Source: an optimization exercise on an open RTL-to-GDS flow (aim: small area, a short achievable clock period and few clock cycles). Production flows keep margins and buffers that such runs may drop. Function was checked by simulation only, so behaviour that the tests miss may differ from the original.

<file path="flow/run.sh">
#!/bin/bash
# synth_recipe.tcl (not shown) runs the flow's synth.tcl, then flattens the netlist and writes it again
# the make line also repeats each setting of config.mk as NAME=value (left out here)
make -C /OpenROAD-flow-scripts/flow DESIGN_CONFIG=/design/flow/config.mk WORK_HOME=/design/flow/orfs CLKGATE_MAP_FILE= SYNTH_SCRIPT=/design/flow/synth_recipe.tcl finish
</file>
<file path="flow/config.mk">
export PLATFORM = sky130hd
export DESIGN_NAME = zpid_ctrl
export DESIGN_NICKNAME = zpid_ctrl
export VERILOG_FILES = /design/flow/design.v
export SDC_FILE = /design/flow/constraint.sdc
export NUM_CORES = 8
export LEC_CHECK = 0
export ABC_AREA = 1
export ABC_CLOCK_PERIOD_IN_PS = 50000
export CAP_MARGIN = 10
export CORE_MARGIN = 2
export CORE_UTILIZATION = 60
export CTS_CLUSTER_SIZE = 40
export PLACE_DENSITY = 0.68
export SLEW_MARGIN = 10
</file>
<file path="flow/constraint.sdc">
create_clock -name core_clock -period 300.0 [get_ports {clk}]
set_input_delay 60.0000 -clock core_clock [delete_from_list [all_inputs] [get_ports {clk}]]
set_output_delay 60.0000 -clock core_clock [all_outputs]
set_load 0.01 [all_outputs]
</file>
<file path="flow/design.v">
module zf_b2u (
    input  wire [31:0] x,
    output wire [33:0] y
);
    wire [7:0] ex = x[30:23];
    wire [8:0] eb;
    wire       eb_co;
    zf_rca #(9) u_eb (.a({1'b0, ex}), .b(9'd23), .ci(1'b0), .s(eb), .co(eb_co));
    assign y = (ex == 8'hff) ? {x[31], 9'h1ff, 1'b1, x[22:0]} :
               (ex == 8'h00) ? {x[31], (x[22:0] == 0) ? 9'd0 : 9'd24, 1'b0, x[22:0]} :
                               {x[31], eb, 1'b1, x[22:0]};
endmodule
module zf_n2u (
    input  wire [32:0] x,
    output wire [33:0] y
);
    assign y = {x[32:23], (x[31:23] != 9'd0), x[22:0]};
endmodule
module zf_b2n (
    input  wire [31:0] x,
    output reg  [32:0] y
);
    wire [7:0] ex = x[30:23];
    reg  [22:0] t;
    reg  [4:0]  lz;
    always @* begin
        t = x[22:0];
        lz = 5'd0;
        if (t[22:7] == 0) begin t = t << 16; lz = lz + 5'd16; end
        if (t[22:15] == 0) begin t = t << 8; lz = lz + 5'd8; end
        if (t[22:19] == 0) begin t = t << 4; lz = lz + 5'd4; end
        if (t[22:21] == 0) begin t = t << 2; lz = lz + 5'd2; end
        if (t[22] == 0)    begin t = t << 1; lz = lz + 5'd1; end
        if (ex == 8'hff)
            y = {x[31], 9'h1ff, x[22:0]};
        else if (ex != 8'h00)
            y = {x[31], {1'b0, ex} + 9'd23, x[22:0]};
        else if (x[22:0] == 0)
            y = {x[31], 32'd0};
        else
            y = {x[31], 9'd23 - {4'd0, lz}, t[21:0], 1'b0};
    end
endmodule
module zf_add_front (
    input  wire [33:0] a,
    input  wire [33:0] b,
    output wire        swap,
    output wire [33:0] x,
    output wire        z_sp,      
    output reg  [25:0] t,
    output reg         st
);
    zf_gt #(33) u_cmp (.a(b[32:0]), .b(a[32:0]), .gt(swap));
    assign x = swap ? b : a;
    wire [33:0] z = swap ? a : b;
    assign z_sp = (z[32:24] == 9'h1ff);
    wire [8:0]  d;
    wire        d_co;
    zf_rca #(9) u_d (.a(x[32:24]), .b(~z[32:24]), .ci(1'b1), .s(d), .co(d_co));
    always @* begin
        t  = {z[23:0], 2'b00};
        st = 1'b0;
        if (d[0]) begin st = st | t[0];        t = t >> 1;  end
        if (d[1]) begin st = st | (|t[1:0]);   t = t >> 2;  end
        if (d[2]) begin st = st | (|t[3:0]);   t = t >> 4;  end
        if (d[3]) begin st = st | (|t[7:0]);   t = t >> 8;  end
        if (d[4]) begin st = st | (|t[15:0]);  t = t >> 16; end
        if (|d[8:5]) begin st = st | (|t);     t = 26'd0;   end
    end
endmodule
module zf_add_back (
    input  wire        xs,
    input  wire [32:0] x,         
    input  wire        z_sp,
    input  wire        sub,
    input  wire [25:0] t,
    input  wire        st,
    output reg  [32:0] y
);
    wire [27:0] ma  = {1'b0, x[23:0], 3'b000};
    wire [27:0] mb  = {1'b0, t, st};
    wire [27:0] sum;
    wire        s_co;
    zf_rca #(28) u_sum (.a(ma), .b(mb ^ {28{sub}}), .ci(sub), .s(sum), .co(s_co));
    reg  [27:0] n;
    reg  [4:0]  lz;
    always @* begin
        n  = sum;
        lz = 5'd0;
        if (n[27:12] == 0) begin n = n << 16; lz[4] = 1'b1; end
        if (n[27:20] == 0) begin n = n << 8;  lz[3] = 1'b1; end
        if (n[27:24] == 0) begin n = n << 4;  lz[2] = 1'b1; end
        if (n[27:26] == 0) begin n = n << 2;  lz[1] = 1'b1; end
        if (n[27] == 0)    begin n = n << 1;  lz[0] = 1'b1; end
    end
    wire [9:0]  e0;
    wire        e0_co;
    zf_rca #(10) u_e0 (.a({1'b0, x[32:24]}), .b(~{5'd0, lz}), .ci(1'b1), .s(e0), .co(e0_co));
    wire        inc = n[3] & ((|n[2:0]) | n[4]);
    wire [32:0] pk;
    wire        pk_co;
    wire [23:0] mr;
    wire        mr_co;
    zf_incf #(24, 6) u_mr (.a(n[27:4]), .ci(inc), .s(mr), .co(mr_co));
    zf_rca #(10) u_pke (.a(e0), .b(10'd1), .ci(mr_co), .s(pk[32:23]), .co(pk_co));
    assign pk[22:0] = mr[22:0];
    wire        ovf;
    zf_gt #(10) u_ovf (.a(pk[32:23]), .b(10'd277), .gt(ovf));
    always @* begin
        if (x[32:24] == 9'h1ff)
            y = {xs, 9'h1ff, x[22] | (sub & z_sp), x[21:0]};
        else if (sum == 28'd0)
            y = {xs & ~sub, 32'd0};
        else if (ovf)
            y = {xs, 9'h1ff, 23'd0};
        else
            y = {xs, pk[31:0]};
    end
endmodule
module zf_add (
    input  wire [33:0] a,
    input  wire [33:0] b,
    output wire [32:0] y
);
    wire        swap, z_sp, st;
    wire [33:0] x;
    wire [25:0] t;
    zf_add_front u_f (.a(a), .b(b), .swap(swap), .x(x), .z_sp(z_sp), .t(t), .st(st));
    zf_add_back  u_b (.xs(x[33]), .x(x[32:0]), .z_sp(z_sp), .sub(a[33] ^ b[33]),
                      .t(t), .st(st), .y(y));
endmodule
module zf_addsub (
    input  wire [33:0] a,
    input  wire [33:0] b,
    output wire [32:0] ys,        
    output wire [32:0] yd         
);
    wire        swap, z_sp, st;
    wire [33:0] x;
    wire [25:0] t;
    wire        sub = a[33] ^ b[33];
    zf_add_front u_f (.a(a), .b(b), .swap(swap), .x(x), .z_sp(z_sp), .t(t), .st(st));
    zf_add_back  u_s (.xs(x[33]), .x(x[32:0]), .z_sp(z_sp), .sub(sub),
                      .t(t), .st(st), .y(ys));
    zf_add_back  u_d (.xs(x[33] ^ swap), .x(x[32:0]), .z_sp(z_sp), .sub(~sub),
                      .t(t), .st(st), .y(yd));
endmodule
module zf_mul24 (
    input  wire [23:0] a,
    input  wire [23:0] b,
    output reg  [47:0] p
);
    reg [47:0] s, c, pp, ns, nc;
    reg        cy;
    integer    i, j;
    always @* begin
        s = 48'd0;
        c = 48'd0;
        for (i = 0; i < 24; i = i + 1) begin
            pp = {24'd0, a & {24{b[i]}}} << i;
            ns = s ^ c ^ pp;
            nc = (s & c) | (s & pp) | (c & pp);
            s  = ns;
            c  = {nc[46:0], 1'b0};
        end
        cy = 1'b0;
        for (j = 0; j < 48; j = j + 1) begin
            p[j] = s[j] ^ c[j] ^ cy;
            cy   = (s[j] & c[j]) | (s[j] & cy) | (c[j] & cy);
        end
    end
endmodule
module zf_mul (
    input  wire [32:0] a,
    input  wire [32:0] b,
    output reg  [32:0] y
);
    wire        s    = a[32] ^ b[32];
    wire        a_z  = (a[31:23] == 9'd0);
    wire        b_z  = (b[31:23] == 9'd0);
    wire        a_s  = (a[31:23] == 9'h1ff);
    wire        b_s  = (b[31:23] == 9'h1ff);
    wire        a_n  = a_s & (a[22:0] != 0);
    wire        b_n  = b_s & (b[22:0] != 0);
    wire [47:0] p;
    zf_mul24 u_m (.a({1'b1, a[22:0]}), .b({1'b1, b[22:0]}), .p(p));
    wire        hi = p[47];
    wire [24:0] v  = hi ? p[47:23] : p[46:22];
    wire        sb = hi ? (|p[22:0]) : (|p[21:0]);
    wire [10:0] esum;
    wire        es_co;
    zf_rca #(11) u_es (.a({2'd0, a[31:23]}), .b({2'd0, b[31:23]}), .ci(hi), .s(esum), .co(es_co));
    wire [10:0] en;
    wire        en_co;
    zf_rca #(11) u_en (.a(esum), .b(11'h76a), .ci(1'b0), .s(en), .co(en_co));    
    wire        neg_e   = en[10];
    wire        lt24;
    zf_gt #(10) u_lt24 (.a(10'd24), .b(en[9:0]), .gt(lt24));
    wire        sub_rng = neg_e | lt24;
    wire [4:0]  k25;
    wire        k25_co;
    zf_rca #(5) u_k25 (.a(5'd25), .b(~en[4:0]), .ci(1'b1), .s(k25), .co(k25_co));
    wire [4:0]  kp = sub_rng ? k25 : 5'd1;
    wire [25:0] th = ~(26'h3ffffff << kp);      
    wire [25:0] vk  = {1'b0, v};
    wire [25:0] th1 = {1'b0, th[25:1]};             
    wire [25:0] ohg = th & ~th1;                     
    wire [25:0] ohl = ~th & {th[24:0], 1'b0};        
    wire [25:0] kept = vk & ~th;
    wire        g   = |(vk & ohg);
    wire        st  = sb | (|(vk & th1));
    wire        lsb = |(vk & ohl);
    wire        inc = g & (st | lsb);
    wire [25:0] inj = ohl & {26{inc}};
    reg  [25:0] r;
    reg         c;
    integer     i;
    always @* begin
        c = 1'b0;
        for (i = 0; i < 26; i = i + 1) begin
            c    = c | inj[i];
            r[i] = kept[i] ^ c;
            c    = c & kept[i];
        end
    end
    wire [9:0]  ef;
    wire        ef_co;
    zf_inc #(10) u_ef (.a(en[9:0]), .ci(r[25]), .s(ef), .co(ef_co));
    wire [22:0] ff = r[25] ? 23'd0 : r[23:1];
    wire        ef_ovf;
    zf_gt #(10) u_eovf (.a(ef), .b(10'd277), .gt(ef_ovf));
    always @* begin
        if (a_n || b_n || (a_s && b_z) || (b_s && a_z))
            y = {1'b0, 9'h1ff, 23'h400000};
        else if (a_s || b_s)
            y = {s, 9'h1ff, 23'd0};
        else if (a_z || b_z || neg_e || r == 26'd0)
            y = {s, 32'd0};
        else if (ef_ovf)
            y = {s, 9'h1ff, 23'd0};
        else
            y = {s, ef[8:0], ff};
    end
endmodule
module zf_i2f (
    input  wire [31:0] i,
    output reg  [32:0] y
);
    wire        s = i[31];
    wire [31:0] m;
    wire        m_co;
    zf_inc #(32) u_neg (.a(i ^ {32{s}}), .ci(s), .s(m), .co(m_co));
    reg  [31:0] n;
    reg  [4:0]  lz;
    always @* begin
        n  = m;
        lz = 5'd0;
        if (n[31:16] == 0) begin n = n << 16; lz[4] = 1'b1; end
        if (n[31:24] == 0) begin n = n << 8;  lz[3] = 1'b1; end
        if (n[31:28] == 0) begin n = n << 4;  lz[2] = 1'b1; end
        if (n[31:30] == 0) begin n = n << 2;  lz[1] = 1'b1; end
        if (n[31] == 0)    begin n = n << 1;  lz[0] = 1'b1; end
    end
    wire [8:0]  e0;
    wire        e0_co;
    zf_rca #(9) u_e0 (.a(9'd149), .b({4'd0, ~lz}), .ci(1'b0), .s(e0), .co(e0_co));
    wire        inc = n[7] & ((|n[6:0]) | n[8]);
    wire [31:0] pk;
    wire        pk_co;
    zf_rca #(32) u_pk (.a({e0, 23'd0}), .b({8'd0, n[31:8]}), .ci(inc), .s(pk), .co(pk_co));
    always @* begin
        if (m == 32'd0) y = 33'd0;
        else            y = {s, pk};
    end
endmodule
module zf_f2i (
    input  wire [32:0] x,
    output reg  [31:0] y
);
    wire [8:0]  e = x[31:23];
    wire [4:0]  t;                            
    wire        t_co;
    zf_rca #(5) u_t (.a(e[4:0]), .b(5'd10), .ci(1'b0), .s(t), .co(t_co));
    wire        e_big, e_small;
    zf_gt #(9) u_big (.a(e), .b(9'd180), .gt(e_big));
    zf_gt #(9) u_sml (.a(9'd150), .b(e), .gt(e_small));
    wire [54:0] sh = {31'd0, 1'b1, x[22:0]} << t;
    wire [31:0] mag = sh[54:23];
    wire [31:0] sg;
    wire        sg_co;
    zf_inc #(32) u_neg (.a(mag ^ {32{x[32]}}), .ci(x[32]), .s(sg), .co(sg_co));
    always @* begin
        if (e_big)
            y = 32'h80000000;
        else if (e_small)
            y = 32'd0;
        else
            y = sg;
    end
endmodule
module zf_clamp (
    input  wire [32:0] x,
    input  wire [32:0] m,
    output wire [32:0] y
);
    wire nan = ((x[31:23] == 9'h1ff) && (x[22:0] != 0)) ||
               ((m[31:23] == 9'h1ff) && (m[22:0] != 0));
    wire gtm, ltm;
    zf_gt #(32) u_gt (.a(x[31:0]), .b(m[31:0]), .gt(gtm));
    zf_gt #(32) u_lt (.a(m[31:0]), .b(x[31:0]), .gt(ltm));
    wire bz  = (x[31:23] == 9'd0) && (m[31:23] == 9'd0);
    wire sx  = x[32];
    wire sm  = m[32];
    wire above = !nan && (sx ? (sm & ltm) : (sm ? !bz : gtm));
    wire below = !nan && (sx ? (sm ? !bz : gtm) : (sm & ltm));
    assign y = above ? m : (below ? {~m[32], m[31:0]} : x);
endmodule
module zf_rca #(parameter W = 8) (
    input  wire [W-1:0] a,
    input  wire [W-1:0] b,
    input  wire         ci,
    output wire [W-1:0] s,
    output wire         co
);
    wire [W:0]   c;
    wire [W-1:0] p = a ^ b;
    wire [W-1:0] g = a & b;
    assign c[0] = ci;
    genvar j;
    generate
        if (W <= 12) begin : g_small
            for (j = 0; j < W; j = j + 1) begin : g_b
                assign c[j+1] = (a[j] & b[j]) | (a[j] & c[j]) | (b[j] & c[j]);
            end
        end else begin : g_wide
            reg [W:0] cc;
            integer k;
            always @* begin
                cc[0] = ci;
                for (k = 0; k < W; k = k + 1)
                    cc[k+1] = g[k] | (p[k] & cc[k]);
            end
            assign c[W:1] = cc[W:1];
        end
    endgenerate
    assign s  = p ^ c[W-1:0];
    assign co = c[W];
endmodule
module zf_inc #(parameter W = 8) (
    input  wire [W-1:0] a,
    input  wire         ci,
    output wire [W-1:0] s,
    output wire         co
);
    reg [W:0] c;
    integer k;
    always @* begin
        c[0] = ci;
        for (k = 0; k < W; k = k + 1)
            c[k+1] = a[k] & c[k];
    end
    assign s  = a ^ c[W-1:0];
    assign co = c[W];
endmodule
module zf_gt #(parameter W = 8) (
    input  wire [W-1:0] a,
    input  wire [W-1:0] b,
    output wire         gt
);
    wire [W-1:0] g = a & ~b;
    wire [W-1:0] p = a | ~b;
    reg  [W:0]   c;
    integer k;
    always @* begin
        c[0] = 1'b0;
        for (k = 0; k < W; k = k + 1)
            c[k+1] = g[k] | (p[k] & c[k]);
    end
    assign gt = c[W];
endmodule
module zf_incf #(parameter W = 8, parameter B = 6) (
    input  wire [W-1:0] a,
    input  wire         ci,
    output wire [W-1:0] s,
    output reg          co
);
    reg  [W-1:0] pa;       
    reg  [W-1:0] c;
    reg          bc;       
    integer j;
    always @* begin
        bc = ci;
        for (j = 0; j < W; j = j + 1) begin
            if (j % B == 0) begin
                if (j > 0) bc = bc & pa[j-1] & a[j-1];
                pa[j] = 1'b1;
            end else begin
                pa[j] = pa[j-1] & a[j-1];
            end
            c[j] = bc & pa[j];
        end
        co = bc & pa[W-1] & a[W-1];
    end
    assign s = a ^ c;
endmodule
module zpid_pid_a (
    input  wire [32:0] kp,
    input  wire [32:0] ki,
    input  wire [32:0] kd,
    input  wire [32:0] acc_in,
    input  wire [32:0] last_err,
    input  wire [32:0] e,
    output wire [32:0] acc,
    output wire [32:0] p,
    output wire [32:0] i,
    output wire [32:0] d
);
    wire [32:0] de;
    wire [33:0] e_u, acc_in_u, nlast_u;
    zf_n2u c0 (.x(e), .y(e_u));
    zf_n2u c1 (.x(acc_in), .y(acc_in_u));
    zf_n2u c2 (.x({~last_err[32], last_err[31:0]}), .y(nlast_u));
    zf_add u_acc (.a(acc_in_u), .b(e_u), .y(acc));
    zf_add u_de  (.a(e_u), .b(nlast_u), .y(de));
    zf_mul u_pm  (.a(kp), .b(e), .y(p));
    zf_mul u_im  (.a(ki), .b(acc), .y(i));
    zf_mul u_dm  (.a(kd), .b(de), .y(d));
endmodule
module zpid_pid_b (
    input  wire [32:0] iout_max,
    input  wire [32:0] p,
    input  wire [32:0] i,
    output wire [32:0] pi
);
    wire [32:0] it;
    wire [33:0] p_u, it_u;
    zf_clamp u_ic (.x(i), .m(iout_max), .y(it));
    zf_n2u c0 (.x(p), .y(p_u));
    zf_n2u c1 (.x(it), .y(it_u));
    zf_add u_pi (.a(p_u), .b(it_u), .y(pi));
endmodule
module zpid_pid_c (
    input  wire [32:0] out_max,
    input  wire [32:0] pi,
    input  wire [32:0] d,
    output wire [32:0] out
);
    wire [32:0] u;
    wire [33:0] pi_u, d_u;
    zf_n2u c0 (.x(pi), .y(pi_u));
    zf_n2u c1 (.x(d), .y(d_u));
    zf_add u_u (.a(pi_u), .b(d_u), .y(u));
    zf_clamp u_oc (.x(u), .m(out_max), .y(out));
endmodule
module zpid_sum2 (
    input  wire [32:0] p,
    input  wire [32:0] it,
    output wire [32:0] pi
);
    wire [33:0] p_u, it_u;
    zf_n2u c0 (.x(p), .y(p_u));
    zf_n2u c1 (.x(it), .y(it_u));
    zf_add u_pi (.a(p_u), .b(it_u), .y(pi));
endmodule
module zpid_pid_e (
    input  wire [33:0] tgt_u,
    input  wire [32:0] fb,
    input  wire [32:0] acc_in,
    input  wire [32:0] last_err,
    output wire [32:0] e,
    output wire [32:0] acc,
    output wire [32:0] de
);
    wire [33:0] nfb_u, e_u, acc_u, nerr_u;
    zf_n2u c0 (.x({~fb[32], fb[31:0]}), .y(nfb_u));
    zf_add u_e (.a(tgt_u), .b(nfb_u), .y(e));
    zf_n2u c1 (.x(e), .y(e_u));
    zf_n2u c2 (.x(acc_in), .y(acc_u));
    zf_n2u c3 (.x({~last_err[32], last_err[31:0]}), .y(nerr_u));
    zf_add u_acc (.a(acc_u), .b(e_u), .y(acc));
    zf_add u_de  (.a(e_u), .b(nerr_u), .y(de));
endmodule
module zpid_pid_m (
    input  wire [32:0] kp,
    input  wire [32:0] ki,
    input  wire [32:0] kd,
    input  wire [32:0] iout_max,
    input  wire [32:0] e,
    input  wire [32:0] acc,
    input  wire [32:0] de,
    output wire [32:0] p,
    output wire [32:0] it,
    output wire [32:0] d
);
    wire [32:0] i;
    zf_mul u_pm (.a(kp), .b(e), .y(p));
    zf_mul u_im (.a(ki), .b(acc), .y(i));
    zf_mul u_dm (.a(kd), .b(de), .y(d));
    zf_clamp u_ic (.x(i), .m(iout_max), .y(it));
endmodule
module zpid_pid_ad (
    input  wire [32:0] e,
    input  wire [32:0] acc_in,
    input  wire [32:0] last_err,
    output wire [32:0] acc,
    output wire [32:0] de
);
    wire [33:0] e_u, acc_u, nerr_u;
    zf_n2u c1 (.x(e), .y(e_u));
    zf_n2u c2 (.x(acc_in), .y(acc_u));
    zf_n2u c3 (.x({~last_err[32], last_err[31:0]}), .y(nerr_u));
    zf_add u_acc (.a(acc_u), .b(e_u), .y(acc));
    zf_add u_de  (.a(e_u), .b(nerr_u), .y(de));
endmodule
module zpid_err (
    input  wire [33:0] tgt_u,
    input  wire [32:0] fb,
    output wire [32:0] e
);
    wire [33:0] nfb_u;
    zf_n2u c0 (.x({~fb[32], fb[31:0]}), .y(nfb_u));
    zf_add u_e (.a(tgt_u), .b(nfb_u), .y(e));
endmodule
module zpid_ctrl (
    input  wire         clk,
    input  wire         rst,
    input  wire         op_valid,
    input  wire [2:0]   op,
    output wire         op_ready,
    input  wire [127:0] fb_in,      
    input  wire [95:0]  tgt_in,     
    input  wire [319:0] gain_in,    
    output reg          done,
    output reg          cmd_valid,
    output reg  [127:0] cmd_out,    
    output reg  [95:0]  vel_out     
);
    localparam [2:0] OP_INIT  = 3'b001;
    localparam [2:0] OP_GAINS = 3'b010;
    localparam [2:0] OP_TICK  = 3'b011;
    localparam [33:0] U_ONE  = {1'b0, 9'd150, 1'b1, 23'd0};
    localparam [33:0] U_500  = {1'b0, 9'd158, 1'b1, 23'h7a0000};
    localparam [33:0] U_2000 = {1'b0, 9'd160, 1'b1, 23'h7a0000};
    genvar gk;
    integer k;
    reg        initialized;
    reg        pend;             
    reg [31:0] gp [0:9];         
    reg [33:0] gb0 [0:9];        
    reg [33:0] gb1 [0:9];        
    reg        cur;              
    reg [12:0] v;                
    reg [12:0] ph;               
    reg [12:0] ini;              
    reg [12:0] bk;               
    wire [33:0] gc [0:9];        
    wire [9:0]  g_sub, gp_sub;
    generate
        for (gk = 0; gk < 10; gk = gk + 1) begin : g_flags
            assign gc[gk]     = cur ? gb1[gk] : gb0[gk];
            assign g_sub[gk]  = !gc[gk][23] && (gc[gk][22:0] != 23'd0);
            assign gp_sub[gk] = (gp[gk][30:23] == 8'd0) && (gp[gk][22:0] != 23'd0);
        end
    endgenerate
    wire busy = |g_sub;
    wire used = |(v[11:1] & (bk[11:1] ^ {11{cur}}));
    wire xfer = pend && !used;
    wire s1a  = v[1] & ~ph[1];
    wire s7b  = v[7] & ph[7];
    wire s8a  = v[8] & ~ph[8];
    assign op_ready = !busy && !s1a && (!pend || (xfer && !(|gp_sub)));
    wire acc_op = op_valid && op_ready;
    wire a_tick = acc_op && (op == OP_TICK);
    wire a_gain = acc_op && (op == OP_GAINS);
    wire a_init = acc_op && (op == OP_INIT);
    wire [33:0] gp_u [0:9];
    wire [33:0] g_shl [0:9];     
    generate
        for (gk = 0; gk < 10; gk = gk + 1) begin : g_conv
            zf_b2u u_c (.x(gp[gk]), .y(gp_u[gk]));
            wire [8:0] dn;
            wire       dco;
            zf_inc #(9) u_d (.a(~gc[gk][32:24]), .ci(1'b1), .s(dn), .co(dco));
            assign g_shl[gk] = {gc[gk][33], ~dn, gc[gk][22:0], 1'b0};
        end
    endgenerate
    always @(posedge clk) begin
        if (rst) begin
            initialized <= 1'b0;
            pend        <= 1'b0;
            cur         <= 1'b0;
            v           <= 13'd0;
            gb0[0] <= U_ONE; gb0[1] <= U_ONE; gb0[2] <= U_ONE; gb0[3] <= U_500; gb0[4] <= U_2000;
            gb0[5] <= U_ONE; gb0[6] <= U_ONE; gb0[7] <= U_ONE; gb0[8] <= U_500; gb0[9] <= U_2000;
        end else begin
            if (a_init) initialized <= 1'b1;
            pend <= a_gain | (pend & ~xfer);
            v    <= {v[11:8], s7b | s8a, v[6:1], a_tick | s1a, 1'b0};
            if (xfer) cur <= ~cur;
            for (k = 0; k < 10; k = k + 1) begin
                if (xfer) begin
                    if (cur) gb0[k] <= gp_u[k];
                end else if (g_sub[k]) begin
                    if (!cur) gb0[k] <= g_shl[k];
                end
            end
        end
    end
    always @(posedge clk) begin
        for (k = 0; k < 10; k = k + 1) begin
            if (xfer) begin
                if (!cur) gb1[k] <= gp_u[k];
            end else if (g_sub[k]) begin
                if (cur) gb1[k] <= g_shl[k];
            end
        end
    end
    always @(posedge clk) begin
        ph  <= {ph[11:8],  s8a,    ph[6:1],  s1a,    1'b0};
        ini <= {ini[11:8], ini[7], ini[6:1], s1a ? ini[1] : initialized, 1'b0};
        bk  <= {bk[11:8],  bk[7],  bk[6:1],  s1a ? bk[1] : (cur ^ xfer), 1'b0};
        if (!pend || xfer)
            for (k = 0; k < 10; k = k + 1)
                gp[k] <= gain_in[32*k +: 32];
    end
    wire [32:0] g_n [0:9];
    generate
        for (gk = 0; gk < 10; gk = gk + 1) begin : g_n_fmt
            localparam integer ST = (gk < 4) ? 4 : (gk == 4) ? 6 : (gk < 9) ? 10 : 12;
            wire [33:0] gs = bk[ST] ? gb1[gk] : gb0[gk];
            assign g_n[gk] = {gs[33:24], gs[22:0]};
        end
    endgenerate
    reg [127:0] fb1;
    reg [95:0]  tgt1;
    always @(posedge clk) begin
        if (op_ready) begin
            fb1  <= fb_in;
            tgt1 <= tgt_in;
        end
    end
    wire [33:0] m0 = {{2{fb1[31]}},  fb1[31:0]};
    wire [33:0] m1 = {{2{fb1[63]}},  fb1[63:32]};
    wire [33:0] m2 = {{2{fb1[95]}},  fb1[95:64]};
    wire [33:0] m3 = {{2{fb1[127]}}, fb1[127:96]};
    wire [33:0] s01, s23, d10, d23, sx, sy, sz;
    wire [6:0]  vco;
    zf_rca #(34) u_s01 (.a(m0),  .b(m1),   .ci(1'b0), .s(s01), .co(vco[0]));
    zf_rca #(34) u_s23 (.a(m2),  .b(m3),   .ci(1'b0), .s(s23), .co(vco[1]));
    zf_rca #(34) u_d10 (.a(m1),  .b(~m0),  .ci(1'b1), .s(d10), .co(vco[2]));
    zf_rca #(34) u_d23 (.a(m2),  .b(~m3),  .ci(1'b1), .s(d23), .co(vco[3]));
    zf_rca #(34) u_sx  (.a(s01), .b(s23),  .ci(1'b0), .s(sx),  .co(vco[4]));
    zf_rca #(34) u_sy  (.a(d10), .b(d23),  .ci(1'b0), .s(sy),  .co(vco[5]));
    zf_rca #(34) u_sz  (.a(d10), .b(~d23), .ci(1'b1), .s(sz),  .co(vco[6]));
    wire [95:0] vel1;
    wire [2:0]  qco;
    zf_inc #(32) u_qx (.a(sx[33:2]), .ci(sx[33] & (|sx[1:0])), .s(vel1[31:0]),  .co(qco[0]));
    zf_inc #(32) u_qy (.a(sy[33:2]), .ci(sy[33] & (|sy[1:0])), .s(vel1[63:32]), .co(qco[1]));
    zf_inc #(32) u_qz (.a(sz[33:2]), .ci(sz[33] & (|sz[1:0])), .s(vel1[95:64]), .co(qco[2]));
    wire        h1 = ph[1];
    wire [31:0] vl0 = h1 ? vel1[95:64] : vel1[31:0];
    wire [32:0] vf1_0, vf1_1;
    zf_i2f u_i2f0 (.i(vl0), .y(vf1_0));
    zf_i2f u_i2f1 (.i(vel1[63:32]), .y(vf1_1));
    wire [127:0] sd1 = h1 ? {fb1[127:64], 32'd0, vel1[95:64]} : {fb1[63:0], vel1[63:0]};
    reg [32:0]  vf2_0, vf2_1;
    reg [31:0]  tg2_0, tg2_1;
    reg [127:0] sd2;
    always @(posedge clk) begin
        vf2_0 <= vf1_0;
        vf2_1 <= vf1_1;
        tg2_0 <= h1 ? tgt1[95:64] : tgt1[31:0];
        tg2_1 <= tgt1[63:32];
        sd2   <= sd1;
    end
    wire [33:0] t2_u0, t2_u1;
    zf_b2u u_t2_0 (.x(tg2_0), .y(t2_u0));
    zf_b2u u_t2_1 (.x(tg2_1), .y(t2_u1));
    wire [65:0] e_o2;
    zpid_err u_e2_0 (.tgt_u(t2_u0), .fb(vf2_0), .e(e_o2[32:0]));
    zpid_err u_e2_1 (.tgt_u(t2_u1), .fb(vf2_1), .e(e_o2[65:33]));
    reg [65:0]  e_o3;
    reg [127:0] sd3;
    always @(posedge clk) begin
        e_o3 <= e_o2;
        sd3  <= sd2;
    end
    reg  [32:0] acc_st [0:6];
    reg  [32:0] err_st [0:6];
    wire        h3 = ph[3];
    wire [65:0] acc_o3, de_o3;
    zpid_pid_ad u_a3_0 (.e(e_o3[32:0]), .acc_in(h3 ? acc_st[2] : acc_st[0]), .last_err(h3 ? err_st[2] : err_st[0]),
                        .acc(acc_o3[32:0]), .de(de_o3[32:0]));
    zpid_pid_ad u_a3_1 (.e(e_o3[65:33]), .acc_in(acc_st[1]), .last_err(err_st[1]),
                        .acc(acc_o3[65:33]), .de(de_o3[65:33]));
    reg [65:0]  e_o4, acc_o4, de_o4;
    reg [127:0] sd4;
    always @(posedge clk) begin
        e_o4   <= e_o3;
        acc_o4 <= acc_o3;
        de_o4  <= de_o3;
        sd4    <= sd3;
    end
    wire [65:0] p_o4, it_o4, d_o4;
    generate
        for (gk = 0; gk < 2; gk = gk + 1) begin : g_s4
            zpid_pid_m u_m (.kp(g_n[0]), .ki(g_n[1]), .kd(g_n[2]), .iout_max(g_n[3]),
                            .e(e_o4[33*gk +: 33]), .acc(acc_o4[33*gk +: 33]), .de(de_o4[33*gk +: 33]),
                            .p(p_o4[33*gk +: 33]), .it(it_o4[33*gk +: 33]), .d(d_o4[33*gk +: 33]));
        end
    endgenerate
    reg [65:0]  p_o5, it_o5, d_o5;
    reg [127:0] sd5;
    always @(posedge clk) begin
        p_o5  <= p_o4;
        it_o5 <= it_o4;
        d_o5  <= d_o4;
        sd5   <= sd4;
    end
    wire [65:0] pi_o5;
    zpid_sum2 u_s5_0 (.p(p_o5[32:0]),  .it(it_o5[32:0]),  .pi(pi_o5[32:0]));
    zpid_sum2 u_s5_1 (.p(p_o5[65:33]), .it(it_o5[65:33]), .pi(pi_o5[65:33]));
    reg [65:0]  pi_o6, d_o6;
    reg [127:0] sd6;
    always @(posedge clk) begin
        pi_o6 <= pi_o5;
        d_o6  <= d_o5;
        sd6   <= sd5;
    end
    wire [65:0] tv6;
    zpid_pid_c u_c6_0 (.out_max(g_n[4]), .pi(pi_o6[32:0]),  .d(d_o6[32:0]),  .out(tv6[32:0]));
    zpid_pid_c u_c6_1 (.out_max(g_n[4]), .pi(pi_o6[65:33]), .d(d_o6[65:33]), .out(tv6[65:33]));
    reg [65:0]  tv7;
    reg [127:0] sd7;
    always @(posedge clk) begin
        tv7 <= tv6;
        sd7 <= sd6;
    end
    wire        h7 = ph[7];
    reg  [32:0] sa7, sb7;
    wire [33:0] x0_u, x1_u, tv2_u, sb_u;
    wire [32:0] r0s, r0d, r1s, r1d;
    zf_n2u c_x0 (.x(h7 ? sa7 : tv7[32:0]), .y(x0_u));
    zf_n2u c_x1 (.x(tv7[65:33]), .y(x1_u));
    zf_n2u c_t2 (.x(tv7[32:0]), .y(tv2_u));
    zf_n2u c_sb (.x(sb7), .y(sb_u));
    zf_addsub u_m0 (.a(x0_u), .b(h7 ? tv2_u : x1_u), .ys(r0s), .yd(r0d));
    zf_addsub u_m1 (.a(sb_u), .b(tv2_u), .ys(r1s), .yd(r1d));
    always @(posedge clk) begin
        if (!h7) begin
            sa7 <= r0s;
            sb7 <= r0d;
        end
    end
    wire [32:0] fbf7_0, fbf7_1;
    zf_i2f u_i2f7_0 (.i(sd7[95:64]),  .y(fbf7_0));
    zf_i2f u_i2f7_1 (.i(sd7[127:96]), .y(fbf7_1));
    reg [65:0]  tm8, tmh;
    reg [129:0] sd7d, sd8;
    always @(posedge clk) begin
        if (h7) begin
            tm8 <= {r0s, r1d};                   
            tmh <= {r1s, r0d};                   
        end else begin
            tm8 <= tmh;
        end
        sd7d <= {fbf7_1, fbf7_0, sd7[63:0]};
        sd8  <= sd7d;
    end
    wire [33:0] tm8_u0, tm8_u1;
    zf_n2u c_tm0 (.x(tm8[32:0]),  .y(tm8_u0));
    zf_n2u c_tm1 (.x(tm8[65:33]), .y(tm8_u1));
    wire [65:0] e_i8;
    zpid_err u_e8_0 (.tgt_u(tm8_u0), .fb(sd8[96:64]),  .e(e_i8[32:0]));
    zpid_err u_e8_1 (.tgt_u(tm8_u1), .fb(sd8[129:97]), .e(e_i8[65:33]));
    reg [65:0] e_i9;
    reg [63:0] vl9;
    always @(posedge clk) begin
        e_i9 <= e_i8;
        vl9  <= sd8[63:0];
    end
    wire        h9 = ph[9];
    wire [65:0] acc_i9, de_i9;
    zpid_pid_ad u_a9_0 (.e(e_i9[32:0]), .acc_in(h9 ? acc_st[5] : acc_st[3]), .last_err(h9 ? err_st[5] : err_st[3]),
                        .acc(acc_i9[32:0]), .de(de_i9[32:0]));
    zpid_pid_ad u_a9_1 (.e(e_i9[65:33]), .acc_in(h9 ? acc_st[6] : acc_st[4]), .last_err(h9 ? err_st[6] : err_st[4]),
                        .acc(acc_i9[65:33]), .de(de_i9[65:33]));
    always @(posedge clk) begin
        if (rst) begin
            for (k = 0; k < 7; k = k + 1) begin
                acc_st[k] <= 33'd0;
                err_st[k] <= 33'd0;
            end
        end else begin
            if (v[3] && ini[3]) begin
                if (h3) begin
                    acc_st[2] <= acc_o3[32:0];
                    err_st[2] <= e_o3[32:0];
                end else begin
                    acc_st[0] <= acc_o3[32:0];
                    err_st[0] <= e_o3[32:0];
                    acc_st[1] <= acc_o3[65:33];
                    err_st[1] <= e_o3[65:33];
                end
            end
            if (v[9] && ini[9]) begin
                if (h9) begin
                    acc_st[5] <= acc_i9[32:0];
                    err_st[5] <= e_i9[32:0];
                    acc_st[6] <= acc_i9[65:33];
                    err_st[6] <= e_i9[65:33];
                end else begin
                    acc_st[3] <= acc_i9[32:0];
                    err_st[3] <= e_i9[32:0];
                    acc_st[4] <= acc_i9[65:33];
                    err_st[4] <= e_i9[65:33];
                end
            end
        end
    end
    reg [65:0] e_i10, acc_i10, de_i10;
    reg [63:0] vl10;
    always @(posedge clk) begin
        e_i10   <= e_i9;
        acc_i10 <= acc_i9;
        de_i10  <= de_i9;
        vl10    <= vl9;
    end
    wire [65:0] p_i10, it_i10, d_i10;
    generate
        for (gk = 0; gk < 2; gk = gk + 1) begin : g_s10
            zpid_pid_m u_m (.kp(g_n[5]), .ki(g_n[6]), .kd(g_n[7]), .iout_max(g_n[8]),
                            .e(e_i10[33*gk +: 33]), .acc(acc_i10[33*gk +: 33]), .de(de_i10[33*gk +: 33]),
                            .p(p_i10[33*gk +: 33]), .it(it_i10[33*gk +: 33]), .d(d_i10[33*gk +: 33]));
        end
    endgenerate
    reg [65:0] p_i11, it_i11, d_i11;
    reg [63:0] vl11;
    always @(posedge clk) begin
        p_i11  <= p_i10;
        it_i11 <= it_i10;
        d_i11  <= d_i10;
        vl11   <= vl10;
    end
    wire [65:0] pi_i11;
    zpid_sum2 u_s11_0 (.p(p_i11[32:0]),  .it(it_i11[32:0]),  .pi(pi_i11[32:0]));
    zpid_sum2 u_s11_1 (.p(p_i11[65:33]), .it(it_i11[65:33]), .pi(pi_i11[65:33]));
    reg [65:0] pi_i12, d_i12;
    reg [63:0] vl12;
    always @(posedge clk) begin
        pi_i12 <= pi_i11;
        d_i12  <= d_i11;
        vl12   <= vl11;
    end
    wire [65:0] o12;
    zpid_pid_c u_c12_0 (.out_max(g_n[9]), .pi(pi_i12[32:0]),  .d(d_i12[32:0]),  .out(o12[32:0]));
    zpid_pid_c u_c12_1 (.out_max(g_n[9]), .pi(pi_i12[65:33]), .d(d_i12[65:33]), .out(o12[65:33]));
    wire [63:0] cmd12;
    zf_f2i u_f2i0 (.x(o12[32:0]),  .y(cmd12[31:0]));
    zf_f2i u_f2i1 (.x(o12[65:33]), .y(cmd12[63:32]));
    wire h12 = ph[12];
    always @(posedge clk) begin
        if (rst) begin
            done      <= 1'b0;
            cmd_valid <= 1'b0;
            cmd_out   <= 128'd0;
        end else begin
            done      <= v[12] & h12;
            cmd_valid <= ini[12];
            if (v[12]) begin
                if (h12) cmd_out[127:64] <= ini[12] ? cmd12 : 64'd0;
                else     cmd_out[63:0]   <= ini[12] ? cmd12 : 64'd0;
            end
        end
        if (v[12]) begin
            if (h12) vel_out[95:64] <= vl12[31:0];
            else     vel_out[63:0]  <= vl12;
        end
    end
endmodule
</file>
==> results.txt, run 1 <==
- The flow ran to the end, but the layout failed its checks.
- In this run the layout check failures are max-capacitance violations, max-slew violations.
- The clock latency on the worst-skew pair is 1.25 ns.
- The most common cell in the netlist is sky130_fd_sc_hd__nand2_1.
- The number of antenna-violating nets in the routed design is 0.
- In the global route stage, met2 resource usage came out at 0.605.
- The initial antenna violation count is roughly 300.
- The number of global-route vias before repair was 450483.
- Counting flops and latches in the post-synthesis netlist gives ~4800.
- The number of synthesized flops with an enable pin is 1114.
- The tool flagged a number of max-cap violations equal to 4.
- After clock tree synthesis, the repair step resized 0 gates.
- The H-tree level count is 6.
- The detailed router finished its first iteration with 59100 violations.
- The relative max-transition margin is -0.0274.
- The first TritonRoute pass finished after 12 iterations.
- In the final layout, the share of cells above drive strength 1 is 0.0396.
- The first global-routing pass estimated 2890000 µm of wire.
- Of all flip-flops after synthesis, the portion carrying an async set or reset was 0.
- The critical path is of the register to output port type.
- The count of fill cells added during filler insertion is 79462.
- The area overhead of the layout relative to synthesis is 7.06%.
- The flip-flop cell with the highest count after synthesis is sky130_fd_sc_hd__dfxtp_1.
- The synthesized net count is 81719.
- By area the synthesized netlist is led by sky130_fd_sc_hd__fa_1 (28%), sky130_fd_sc_hd__nand2_1 (14%), sky130_fd_sc_hd__dfxtp_1 (14%).
- By count the netlist is led by sky130_fd_sc_hd__nand2_1 (19896), sky130_fd_sc_hd__inv_1 (10561), sky130_fd_sc_hd__o21ai_0 (8175).
- The cell sitting at the root of the clock tree is a sky130_fd_sc_hd__clkbuf_16.
- In the global route stage, met1 resource usage came out at 0.578.
- The quantity of hold-fixing buffers added after cts is 0.
- Buffers placed on the I/O ports in this run total 776.
- The cell depth of the worst flop-to-flop path is 188.
- Data on the critical path arrives at its endpoint at 8.23 ns.
- The worst setup path is captured at an output port.
- The area share of the leading cell type in the synthesized netlist is 0.276.
- The count of final setup violators is 0.
- The actual transition at the worst max-transition pin is 1.52 ns.
- In the global route stage, overall resource usage came out at 0.430.
- The die span in x is ~950 µm.
- The via density per instance is 5.86.
- The total count of max-transition violations in the final report is 6.
- The clock-pin slew reported for the worst setup and hold paths after clock tree synthesis is ~0.06 ns.
- The total number of vias is 484533.
- The area enclosed by the die boundary is 0.893 mm².
- The total CTS buffers is about 540.
- After synthesis the cells add up to 0.532 mm².
- Counting every sink on the clock net gives roughly 4800.
- The number of hold violations in the final report was 0.
- The DRC violation count after routing is 0.
- The core box area is 0.883 mm².
- The largest fanout on the critical path is 107.
- The worst hold path belongs to the class register to register.
- The worst setup path is launched from a register.
- After detailed routing, the average wire length per cell comes to 23.7 µm.
- The maximum number of pins on one net before global-route repair is about 160.
- The post-route setup TNS is 0 ns.
- The remaining global-route overflow is 0.
- The pre-CTS setup slack is 233.20 ns.
- The clock skew is 0.131 ns.
- The largest total area in the synthesized netlist belongs to sky130_fd_sc_hd__fa_1.
- The slack of the critical path is 231.77 ns.
- The worst-case clock buffer depth is 4.
- For this block, the routed nets add up to 1960000 µm of wire.
- The global routing stage identified its most utilized layer as met2.
- The mean area per synthesized cell is 7.44 µm².
- The buffer count from post-CTS setup fixing is 0.
- For met3 alone, demand over resource in global routing was 0.151.
- Setup repair after global routing left no endpoint under its margin.
- The routed design could run at a clock period as short as about 68 ns.
- TritonCTS built the clock tree.
- During synthesis, Yosys emitted a total of 28 warnings.
- The final critical-path share of the clock period is 0.227.
- The netlist uses 84 different library cells.
- The floorplan step set the die height to 945 µm.
- The number of top-level pins is 777.
- The post-detailed-placement half-perimeter wirelength is around 1600000 µm.
- The endpoint required time on the critical path is roughly 240 ns.
- Synthesis produced a netlist whose cell count is 71429.
- The number of core rows is 345.
- The final weighted congestion in routability-driven placement is approximately 1.1.
- For this run, the register share of the synthesized area comes to 0.203.
- The starting density of the core is 0.602.
- The maximum operating frequency is 14.7 MHz.
- The number of nets in the layout is 80455.
- The cell count of the worst hold path is 0.
==> cell type report <==
type / count / area, µm² / share of cell area
antenna: 333 / 833 / 0.00146
clock buffer: 697 / 15100 / 0.0265
clock inverter: 286 / 3560 / 0.00626
inverter: 10724 / 40300 / 0.0708
multi-input combinational: 52111 / 370000 / 0.650
sequential: 4823 / 108000 / 0.189
tap: 11798 / 14800 / 0.0259
timing repair buffer: 1968 / 16800 / 0.0295
==> registers in the layout, indices dropped and copies added, names as in the netlist, 231 cells and up <==
register,count
gp,320
gb0,340
gb1,340
acc_st,231
err_st,231
==> critical path: stages (launching register included) <==
cell and delay (ns):
sky130_fd_sc_hd__dfxtp_4 1.01, sky130_fd_sc_hd__buf_4 0.71, sky130_fd_sc_hd__buf_4 0.52, sky130_fd_sc_hd__buf_4 0.77, sky130_fd_sc_hd__a21oi_1 0.12, sky130_fd_sc_hd__o21ai_0 0.11, sky130_fd_sc_hd__nand2_1 0.07, sky130_fd_sc_hd__a2111oi_0 0.61
sky130_fd_sc_hd__nand3_1 0.33, sky130_fd_sc_hd__nor2_4 0.19, sky130_fd_sc_hd__buf_12 0.58, sky130_fd_sc_hd__nand2_1 0.20, sky130_fd_sc_hd__a2111oi_4 0.32, sky130_fd_sc_hd__buf_4 0.51, sky130_fd_sc_hd__clkdlybuf4s50_1 0.83
==> through the flow <==
step	hold WS (ns)	cells	utilization	area [µm²]
after CTS	0.269	82402	0.644	568000
after detailed placement	0.312	81419	0.622	549000
after global routing	0.275	82571	0.644	569000
after global placement	0.310	81418	0.622	549000
final	0.271	82740	0.645	569000
after floorplan	0.310	71429	-	532000
==> cells by family after synthesis <==
kind of cell    Yosys count  synth area share
compound gates        11963             0.121
xor+xnor                711            0.0117
fa+ha+maj              9754             0.333
buf+inv               14495             0.103
flops                  4823             0.203
mux                     168           0.00320
simple gates          29515             0.225
==> final timing paths <==
check             startpoint          to
setup / recovery         cur    op_ready
hold / removal      vl10[31]    vl11[31]
setup reg to reg      bk[10]  it_i11[35]
hold reg to reg     vl10[31]    vl11[31]
==> per-layer routing <==
layer	wire, µm	vias to the layer above
li1	-	222043
met1	769000	232213
met2	792000	25577
met3	263000	4562
met4	135000	138
met5	1010	-
==> cells in the final DEF, fill, tap and decap left out, types with 349 or more instances in the layout <==
master,synthesis,final
sky130_fd_sc_hd__xor2_1,532,531
sky130_fd_sc_hd__a21oi_1,1857,1838
sky130_fd_sc_hd__ha_1,2408,2407
sky130_fd_sc_hd__nor4_1,591,569
sky130_fd_sc_hd__dfxtp_1,3709,3697
sky130_fd_sc_hd__or2_2,349,349
sky130_fd_sc_hd__clkdlybuf4s50_1,0,775
sky130_fd_sc_hd__nand2_1,19896,19873
sky130_fd_sc_hd__nor2_1,5087,5060
sky130_fd_sc_hd__fa_1,7332,7332
sky130_fd_sc_hd__buf_4,35,1181
sky130_fd_sc_hd__edfxtp_1,1114,1114
sky130_fd_sc_hd__o21ai_0,8175,8091
sky130_fd_sc_hd__nand4_1,1055,1055
sky130_fd_sc_hd__inv_1,10561,10550
sky130_fd_sc_hd__clkbuf_16,0,561
sky130_fd_sc_hd__nor3_1,359,352
sky130_fd_sc_hd__nand3_1,1846,1840
Testbench counts, summed over its fixed seeds: cycles 3,976.
==> inputs of run 2 (changes only) <==
--- a/flow/design.v
+++ b/flow/design.v
@@ -564,5 +564,7 @@
     endgenerate
-    wire busy = |g_sub;
+    reg  busy;                   
+    reg  gps;                    
+    reg  pnew;                   
     wire used = |(v[11:1] & (bk[11:1] ^ {11{cur}}));
-    wire xfer = pend && !used;
+    wire xfer = pend && !used && !pnew;
     wire s1a  = v[1] & ~ph[1];
@@ -570,3 +572,9 @@
     wire s8a  = v[8] & ~ph[8];
-    assign op_ready = !busy && !s1a && (!pend || (xfer && !(|gp_sub)));
+    wire [9:0] g_left;
+    generate
+        for (gk = 0; gk < 10; gk = gk + 1) begin : g_lf
+            assign g_left[gk] = g_sub[gk] && !gc[gk][22] && (gc[gk][21:0] != 22'd0);
+        end
+    endgenerate
+    assign op_ready = !busy && !s1a && (!pend || (xfer && !gps));
     wire acc_op = op_valid && op_ready;
@@ -591,2 +599,4 @@
             cur         <= 1'b0;
+            busy        <= 1'b0;
+            pnew        <= 1'b0;
             v           <= 13'd0;
@@ -597,2 +607,4 @@
             pend <= a_gain | (pend & ~xfer);
+            pnew <= a_gain;
+            busy <= xfer ? gps : |g_left;
             v    <= {v[11:8], s7b | s8a, v[6:1], a_tick | s1a, 1'b0};
@@ -624,2 +636,3 @@
                 gp[k] <= gain_in[32*k +: 32];
+        gps <= |gp_sub;
     end
--- a/flow/config.mk
+++ b/flow/config.mk
@@ -9,7 +9,6 @@
 export ABC_CLOCK_PERIOD_IN_PS = 50000
-export CAP_MARGIN = 10
+export CAP_MARGIN = 20
 export CORE_MARGIN = 2
-export CORE_UTILIZATION = 60
-export CTS_CLUSTER_SIZE = 40
-export PLACE_DENSITY = 0.68
-export SLEW_MARGIN = 10
+export CORE_UTILIZATION = 55
+export PLACE_DENSITY = 0.65
+export SLEW_MARGIN = 20
==> run 2 against run 1 <==
Effect of this change:
- fails the layout checks on max-capacitance violations
- non-clock buffer count decreased by 43
- final cell count rose by 2.3%
- maximum frequency is 2.9% higher
- critical path depth decreased by 3
- final area grew 0.82%
- sequential share of layout area shrank 0.14 points
- first-iteration DRC count shrank 29%
- flip-flop and latch count grew 3
- critical endpoint unchanged
- largest cell class unchanged
==> results.txt, run 2 <==
- The flow ran to the end, but the layout failed its checks.
- The run did not pass the layout checks because of max-capacitance violations.
- The die span in x is 988 µm (+4.5%).
- The most numerous cell on the critical path is sky130_fd_sc_hd__buf_4.
- The largest fanout on the critical path is 86 (-20%).
- The timing startpoint of the critical path is cur.
- The area share of the leading cell type in the synthesized netlist was 0.276 (-0.000566).
- The post-synthesis instance area is 0.533 mm² (+0.21%).
- The flip-flop cell with the highest count after synthesis is sky130_fd_sc_hd__dfxtp_1.
- The mean area per synthesized cell is 7.43 µm² (-0.18%).
- The slowest stage of the critical path belongs to the cell sky130_fd_sc_hd__dfxtp_4.
- The count of final setup violators came to 0 (unchanged).
- The post-synthesis sequential element count is 4826 (+0.062%).
- In this run the clock root is driven by a sky130_fd_sc_hd__clkbuf_16.
- The library cells used most frequently in the layout, excluding fill and tap cells, are sky130_fd_sc_hd__nand2_1 (19943), sky130_fd_sc_hd__inv_1 (10654), sky130_fd_sc_hd__o21ai_0 (8080), sky130_fd_sc_hd__fa_1 (7332), sky130_fd_sc_hd__nor2_1 (4832).
- The global-route usage over all layers is 0.382 (-0.0481).
- The average wire length per cell after detail routing came to 22.4 µm (-5.4%).
- The number of synthesized flops with an enable pin is 1114 (unchanged).
- The number of top-level pins was 777 (unchanged).
- The starting density of the core is 0.552 (-0.0506).
- Among cell families on the critical path, the largest total delay comes from buffers and inverters.
- Among all cell types in the netlist, the one instantiated most often is sky130_fd_sc_hd__nand2_1.
- The synthesized net count is 81995 (+0.34%).
- The clock-pin slew reported for the worst setup and hold paths after clock tree synthesis came to 0.07 ns (about the same).
- The post-route setup TNS was 0 ns (unchanged).
- The critical path class is register to output port.
- The ratio of cells with drive above 1 in the final layout was 0.0412 (+0.00159).
- The multiplexer share of the synthesized area was 0.00384 (+0.000639).
- The number of clock sinks seen by CTS is 4826 (+0.062%).
- The total CTS buffers is 572 (+6.5%).
- The remaining global-route overflow is 0 (unchanged).
- In this run the worst hold path is classified as register to register.
- The final instance area is 0.574 mm² (+0.82%).
- The post-detailed-placement half-perimeter wirelength is 1560000 µm (-2.0%).
- The count of fill cells added during filler insertion came to 92690 (+17%).
- The sequential cell area was 0.108 mm² (about the same).
- The synthesis warning total is 28 (unchanged).
- The H-tree level count is 6 (unchanged).
- The wire length of the first global-routing pass is 2830000 µm (-2.0%).
- The final critical-path share of the clock period is 0.221 (-0.00635).
- The number of core rows is 361 (+4.6%).
- The synthesized instance count came to 71705 (+0.39%).
- The die boundary height came to 988 µm (+4.5%).
- The number of nets in the layout is 80766 (+0.39%).
- The initial antenna violation count is 188 (-38%).
- The met2 routing resource usage after global routing is 0.611 (+0.00596).
- The met1 routing resource usage after global routing is 0.461 (-0.117).
- The worst setup path is launched from a register.
- The worst setup path is captured at an output port.
- The quantity of hold-fixing buffers added after cts came to 0 (unchanged).
- After synthesis, the largest family of logic cells by area is adder cells.
- The count of buffer and inverter cells on the critical path is 5 (-1).
- The placed cell area is 0.552 mm² (+0.47%).
- The arrival time at the worst endpoint is 6.33 ns (-1.90 ns).
- The DRC violation count after routing was 0 (unchanged).
- The aggregate routed wire length is 1900000 µm (-3.2%).
- In the final layout, the registers with the most flip-flops are gb0: 340 flops, gb1: 340 flops, gp: 320 flops.
- The startpoint of the worst hold path is sd3[61].
- The total number of vias was 472434 (-2.5%).
- The detailed-routing iteration count for the pre-antenna-repair pass is 10 (-2).
- The unique cell type count in the Yosys netlist was 83 (-1.2%).
- The area of combinational cells with multiple inputs was 0.371 mm² (+0.27%).
- The maximum operating frequency is 15.1 MHz (+2.9%).
- Leaving out fill and tap cells, the most frequent cell in the layout is sky130_fd_sc_hd__nand2_1.
- The post-synthesis simple-gate area fraction was 0.226 (+0.000866).
- After synthesis, the cell types taking the most area are sky130_fd_sc_hd__fa_1 (28%), sky130_fd_sc_hd__nand2_1 (14%), sky130_fd_sc_hd__dfxtp_1 (14%).
- After synthesis, the most frequently instantiated cells are sky130_fd_sc_hd__nand2_1 (19967), sky130_fd_sc_hd__inv_1 (10669), sky130_fd_sc_hd__o21ai_0 (8224).
- The clock latency on the worst-skew pair is 1.17 ns (-0.08 ns).
- The number of global-route vias before repair is 453053 (+0.57%).
- The endpoint required time on the critical path is 240.00 ns (about the same).
- The clock skew is 0.153 ns (+0.0226 ns).
- The initial DRC count is 41966 (-29%).
- The global routing met3 resource utilization came to 0.0648 (-0.0859).
- The number of hold violations in the final report is 0 (unchanged).
- The compound-cell area share of the yosys netlist is 0.122 (+0.00110).
- The area enclosed by the die boundary came to 0.976 mm² (+9.3%).
- The maximum number of pins on one net before global-route repair is 195 (+19%).
- The number of gates resized after CTS is 0 (unchanged).
- The adder and majority cell fraction of the synthesized area was 0.333 (-0.000551).
- The global routing's busiest layer is met2.
- Setup repair after global routing left no endpoint under its margin.
- The final weighted congestion in routability-driven placement was 1.04 (-3.3%).
- The most area-hungry cell type in the Yosys netlist is sky130_fd_sc_hd__fa_1.
- The actual transition at the worst max-transition pin is 1.52 ns (-0.0000464 ns).
- The buffer count from post-CTS setup fixing is 0 (unchanged).
- The worst-case clock buffer depth is 5 (+1).
- The final critical path time including I/O delays and setup came to 66.33 ns (-1.91 ns).
- The sequential share of the synthesized area came to 0.202 (-0.000302).
- The via density per instance is 5.58 (-4.7%).
- The relative max-transition margin is -0.0234 (+0.00395).
- The fraction of synthesis flops using an asynchronous set or reset pin is 0 (unchanged).
- Walking the worst path, the cells encountered are buf_4, inv_4, o21ai_0, o211ai_1, a2111oi_0, nand2_4, inv_8, a21oi_1, nor3_2, buf_4, clkdlybuf4s50_1.
- The area overhead of the layout relative to synthesis is 7.72%.
- The total count of max-transition violations in the final report was 12 (+6).
- TritonCTS built the clock tree.
- The total of buffers placed on input and output ports came to 776 (unchanged).
- The number of antenna-violating nets in the routed design came to 0 (unchanged).
- The post-synthesis share of cell area spent on xor and xnor gates was 0.00980 (-0.00192).
- The critical path's largest stage delay is 0.71 ns (-0.30 ns).
- The startpoint identified for the worst register-to-register timing path is bk[4].
- The number of maximum-capacitance constraint violations came to 2 (-2).
- The core box area is 0.966 mm² (+9.4%).
## run 2: cell count changes in the layout (fill, tap and decap cells not counted), moves of 43 or more
| cell | delta |
|---|---|
| sky130_fd_sc_hd__diode_2 | +514 |
| sky130_fd_sc_hd__nor2_1 | -228 |
| sky130_fd_sc_hd__o21ai_1 | +219 |
| sky130_fd_sc_hd__nand3_1 | +141 |
| sky130_fd_sc_hd__inv_1 | +104 |
| sky130_fd_sc_hd__xor2_1 | -89 |
| sky130_fd_sc_hd__nand2_1 | +70 |
| sky130_fd_sc_hd__nor3_1 | +53 |
| sky130_fd_sc_hd__buf_4 | -52 |
| sky130_fd_sc_hd__o21ai_2 | +43 |
## run 2: metal layers
layer,vias to the layer above,share of wire
li1,223822,-
met3,4140,0.072
met2,16493,0.45
met1,227907,0.38
met5,-,0.00027
met4,72,0.098
## run 2: logic make-up (layout without fill, tap and decap cells)
| family | after synthesis | in the layout |
|---|---|---|
| multiplexers | 203 | 203 |
| flip-flops | 4826 | 4826 |
| AO/OA/AOI/OAI | 12142 | 12142 |
| adder cells (fa/ha/maj) | 9761 | 9761 |
| XOR/XNOR | 596 | 596 |
| other | 0 | 847 |
| AND/OR/NAND/NOR | 29600 | 29600 |
| buffers and inverters | 14577 | 13798 |
## run 2: worst reg2reg max path: cells and delay by family, from the launching register on
| kind | cells | cell delay (ns) |
|---|---|---|
| simple gates | 27 | 5.84 |
| flops | 1 | 0.55 |
| xor+xnor | 1 | 0.15 |
| fa+ha+maj | 89 | 29.21 |
| buf+inv | 16 | 3.52 |
| compound gates | 42 | 7.47 |
## run 2: stage by stage
step / hold slack, ns / instances / util / setup slack [ns]
global route: 0.259 / 84602 / 0.594 / 233.44
CTS: 0.258 / 83805 / 0.592 / 233.61
finish: 0.261 / 84659 / 0.594 / 233.67
detailed placement: 0.312 / 82781 / 0.572 / 234.76
global placement: 0.310 / 82779 / 0.572 / 234.72
floorplan: 0.310 / 71705 / - / 221.77
## run 2: final cells by class
| cell class | instances | area share |
|---|---|---|
| clock buffers | 725 | 0.0276 |
| repair buffers | 1925 | 0.0289 |
| flip-flops and latches | 4826 | 0.188 |
| multi-input cells | 52302 | 0.647 |
| well taps | 12886 | 0.0281 |
| diodes | 847 | 0.00369 |
| inverters | 10849 | 0.0710 |
| clock inverters | 299 | 0.00608 |
## run 2: worst paths after layout
| kind | to | slack [ns] | cells after the start |
|---|---|---|---|
| setup / recovery | op_ready | 233.67 | 11 |
| hold / removal | sd4[61] | 0.26 | 0 |
| setup reg to reg | it_o5[3] | 253.28 | 175 |
| hold reg to reg | sd4[61] | 0.26 | 0 |
Testbench counts of run 2, summed over its fixed seeds: cycles 3,992.
==> inputs of run 3 (changes only) <==
--- a/flow/design.v
+++ b/flow/design.v
@@ -578,3 +578,4 @@
     endgenerate
-    assign op_ready = !busy && !s1a && (!pend || (xfer && !gps));
+    reg  ready_r;
+    assign op_ready = ready_r;
     wire acc_op = op_valid && op_ready;
@@ -594,4 +595,13 @@
     endgenerate
+    wire        busy_n = xfer ? gps : |g_left;
+    wire        pend_n = a_gain | (pend & ~xfer);
+    wire        cur_n  = cur ^ xfer;
+    wire [11:1] v_n    = {v[10:8], s7b | s8a, v[6:1], a_tick | s1a};
+    wire [11:1] bk_n   = {bk[10:8], bk[7], bk[6:1], s1a ? bk[1] : cur_n};
+    wire        used_n = |(v_n & (bk_n ^ {11{cur_n}}));
+    wire        xfer_n = pend_n && !used_n && !a_gain;
+    wire        ready_n = !busy_n && !a_tick && (!pend_n || (xfer_n && !(|gp_sub)));
     always @(posedge clk) begin
         if (rst) begin
+            ready_r     <= 1'b1;
             initialized <= 1'b0;
@@ -608,3 +618,4 @@
             pnew <= a_gain;
-            busy <= xfer ? gps : |g_left;
+            busy <= busy_n;
+            ready_r <= ready_n;
             v    <= {v[11:8], s7b | s8a, v[6:1], a_tick | s1a, 1'b0};
==> run 3 against run 2 <==
Effect of this change:
- the run now finishes clean
- critical path depth decreased by 4
- flip-flop and latch count unchanged
- clock skew decreased by 0.029 ns
- critical endpoint is now gb0[7][18]
- highest routed layer unchanged
==> results.txt, run 3 <==
- The final critical path time including I/O delays and setup is 62.59 ns (-3.73 ns).
- The global-route usage over all layers was 0.387 (+0.00498).
- The fraction of synthesis flops using an asynchronous set or reset pin was 0 (unchanged).
- The placed cell area came to 0.554 mm² (+0.27%).
- The sequential share of the synthesized area is 0.202 (-0.000638).
- STA classifies the critical path endpoint as a register.
- The aggregate routed wire length is 1920000 µm (+1.3%).
- The flip-flop cell with the highest count after synthesis is sky130_fd_sc_hd__dfxtp_1.
- The wire length of the first global-routing pass is 2870000 µm (+1.3%).
- The final instance area is 0.576 mm² (+0.35%).
- The total of buffers placed on input and output ports came to 776 (unchanged).
- The worst-case clock buffer depth is 5 (unchanged).
- The largest registers in the layout are gb0: 340 flops, gb1: 340 flops, gp: 320 flops.
- The final standard cell utilization of the core was 0.594 (about the same).
- The maximum number of pins on one net before global-route repair is 171 (-12%).
- The library cells used most frequently in the layout, excluding fill and tap cells, are sky130_fd_sc_hd__nand2_1 (20490), sky130_fd_sc_hd__inv_1 (10808), sky130_fd_sc_hd__o21ai_0 (8081), sky130_fd_sc_hd__fa_1 (7332), sky130_fd_sc_hd__nor2_1 (4852).
- The run finished with no timing, DRC or antenna violations.
- The final critical-path share of the clock period is 0.209 (-0.0124).
- The post-detailed-placement half-perimeter wirelength is 1570000 µm (+0.34%).
- The number of antenna-violating nets in the routed design is 0 (unchanged).
- The post-layout instance count excluding filler cells is 85383 (+0.86%).
- By area the synthesized netlist is led by sky130_fd_sc_hd__fa_1 (27%), sky130_fd_sc_hd__nand2_1 (14%), sky130_fd_sc_hd__dfxtp_1 (14%).
- The initial antenna violation count was 176 (-6.4%).
- The via density per instance is 5.59 (+0.24%).
- The DRC violation count after routing came to 0 (unchanged).
- The detailed-routing iteration count for the pre-antenna-repair pass was 7 (-3).
- The number of top-level pins came to 777 (unchanged).
- Setup repair after global routing left no endpoint under its margin.
- The endpoint required time on the critical path is 300.94 ns (+60.94 ns).
- The total count of max-transition violations in the final report is 0 (-12).
- The count of final setup violators came to 0 (unchanged).
- The maximum operating frequency is 16.0 MHz (+6.0%).
- The clock skew came to 0.124 ns (-0.0290 ns).
- The cell at the root of the clock tree is sky130_fd_sc_hd__clkbuf_16.
- TritonCTS built the clock tree.
- The post-synthesis instance area was 0.534 mm² (+0.31%).
- In this run the worst hold path is classified as register to register.
- The post-synthesis sequential element count is 4826 (unchanged).
- The post-route setup TNS is 0 ns (unchanged).
- The most area-hungry cell type in the Yosys netlist is sky130_fd_sc_hd__fa_1.
- The relative max-transition margin is 0.109 (+0.133).
- The startpoint class of the critical path is a primary input.
- The number of global-route vias before repair is 456081 (+0.67%).
- The synthesis warning total is 28 (unchanged).
- The number of synthesized flops with an enable pin is 1113 (-0.090%).
- The actual transition at the worst max-transition pin is 1.33 ns (-0.198 ns).
- The H-tree level count is 6 (unchanged).
- The number of maximum-capacitance constraint violations is 0 (-2).
- The area overhead of the layout relative to synthesis is 7.76% (about the same).
- The clock-pin slew reported for the worst setup and hold paths after clock tree synthesis came to 0.07 ns (about the same).
- The number of hold violations in the final report is 0 (unchanged).
- The mean area per synthesized cell is 7.39 µm² (-0.45%).
- The unique cell type count in the Yosys netlist was 84 (+1.2%).
- The critical path class is primary input to register.
- The number of core rows is 362 (+0.28%).
- The number of gates resized after CTS came to 0 (unchanged).
- The synthesized instance count came to 72248 (+0.76%).
- The area enclosed by the die boundary is 0.979 mm² (+0.31%).
- The buffer count from post-CTS setup fixing is 0 (unchanged).
- The synthesized net count came to 82538 (+0.66%).
- The number of placed instances, taps included is 83334 (+0.67%).
- The number of clock sinks seen by CTS is 4826 (unchanged).
- The quantity of hold-fixing buffers added after cts came to 0 (unchanged).
- The clock latency on the worst-skew pair is 1.11 ns (-0.06 ns).
- The area share of the leading cell type in the synthesized netlist is 0.275 (-0.000843).
- The core box area is 0.970 mm² (+0.42%).
- The most common cell after layout, fill and taps aside is sky130_fd_sc_hd__nand2_1.
- The largest fanout on the critical path is 170 (+98%).
- The commonest cells after synthesis are sky130_fd_sc_hd__nand2_1 (20515), sky130_fd_sc_hd__inv_1 (10823), sky130_fd_sc_hd__o21ai_0 (8211).
- The final weighted congestion in routability-driven placement is 1.05 (+0.83%).
- The number of nets in the layout is 81284 (+0.64%).
- The ratio of cells with drive above 1 in the final layout is 0.0402 (-0.000983).
- The total CTS buffers came to 570 (-0.35%).
- The worst hold slack after final layout is 0.214 ns (-0.0469 ns).
- The average wire length per cell after detail routing is 22.5 µm (+0.44%).
- The count of fill cells added during filler insertion is 92310 (-0.41%).
- The remaining global-route overflow came to 0 (unchanged).
- The die span in x is 990 µm (+0.15%).
- The initial DRC count was 46010 (+9.6%).
- The most common cell in the netlist is sky130_fd_sc_hd__nand2_1.
- The arrival time at the worst endpoint came to 63.53 ns (+57.20 ns).
- The die boundary height was 990 µm (+0.15%).
- The starting density of the core came to 0.551 (-0.000609).
- The total number of vias was 477623 (+1.1%).
[run 3: area by class of cell]
class | count | area [µm²] | share of cell area
multi-input cells | 52620 | 372000 | 0.646
flip-flops and latches | 4826 | 108000 | 0.187
inverters | 11000 | 41300 | 0.0718
repair buffers | 1976 | 17000 | 0.0295
well taps | 12922 | 16200 | 0.0281
clock buffers | 727 | 15900 | 0.0277
clock inverters | 292 | 3340 | 0.00580
diodes | 1020 | 2550 | 0.00443
[run 3: path summary, 6_finish.rpt]
kind	cells after the start	to	slack [ns]	start
max	7	gb0[7][18]	237.41	rst
max reg2reg	191	it_i11[62]	252.48	bk[10]
min reg2reg	0	vl9[23]	0.21	sd8[23]
min	0	vl9[23]	0.21	sd8[23]
[run 3: layer usage]
layer	vias to the layer above	GRT usage	routed length (µm)
li1	225433	-	-
met1	229855	0.492	755000
met2	18243	0.599	843000
met3	4034	0.0748	161000
met4	58	0.267	162000
met5	-	0	382
[run 3: cell families (layout without fill, tap and decap cells)]
group / after synthesis / in the layout / share of synthesized area
simple gates: 30107 / 30107 / 0.229
buf+inv: 14802 / 13995 / 0.104
compound gates: 11996 / 11996 / 0.121
fa+ha+maj: 9759 / 9759 / 0.331
flops: 4826 / 4826 / 0.202
xor+xnor: 600 / 600 / 0.00985
mux: 158 / 158 / 0.00298
other cells: 0 / 1020 / 0
[run 3: per-stage QoR]
step / worst slack [ns]
after global placement: 236.52
after CTS: 237.53
after global routing: 237.28
after floorplan: 234.72
after detailed placement: 236.52
final: 237.41
[run 3: worst max-delay path: stages]
cell and delay [ns]:
sky130_fd_sc_hd__buf_8 0.19, sky130_fd_sc_hd__inv_8 0.52, sky130_fd_sc_hd__buf_12 0.54, sky130_fd_sc_hd__buf_4 0.74, sky130_fd_sc_hd__buf_4 0.69, sky130_fd_sc_hd__o21ai_0 0.21
sky130_fd_sc_hd__a21oi_1 0.16
Testbench counts of run 3, summed over its fixed seeds: cycles 3,992.

static timing again, ports no longer ideal:
In the flow no input, the clock included, has a driving cell. The finished layouts below were timed again as built, in two steps.
Step 1 assumes that a clkbuf_16 drives the clock port and a buf_2 every other input.
Step 2 also shifts input and output timing later by t, the mid clock arrival at the registers, as if the neighbouring blocks saw the same clock.
Three values: no drivers, after step 1, after step 2; two values: the first two.
| run | shift t [ns] | setup WS [ns] | cell pins on the clock port's net |
|---|---|---|---|
| run 1 | 1.353 | 231.769 / 231.597 / 232.949 | 1 |
| run 2 | 1.240 | 233.674 / 233.511 / 234.751 | 1 |
| run 3 | 1.256 | 237.408 / 237.340 / 236.278 | 1 |
For run 3, which loses most, drivers alone change the setup slack by -0.068 ns; drivers and shift together by -1.130 ns.
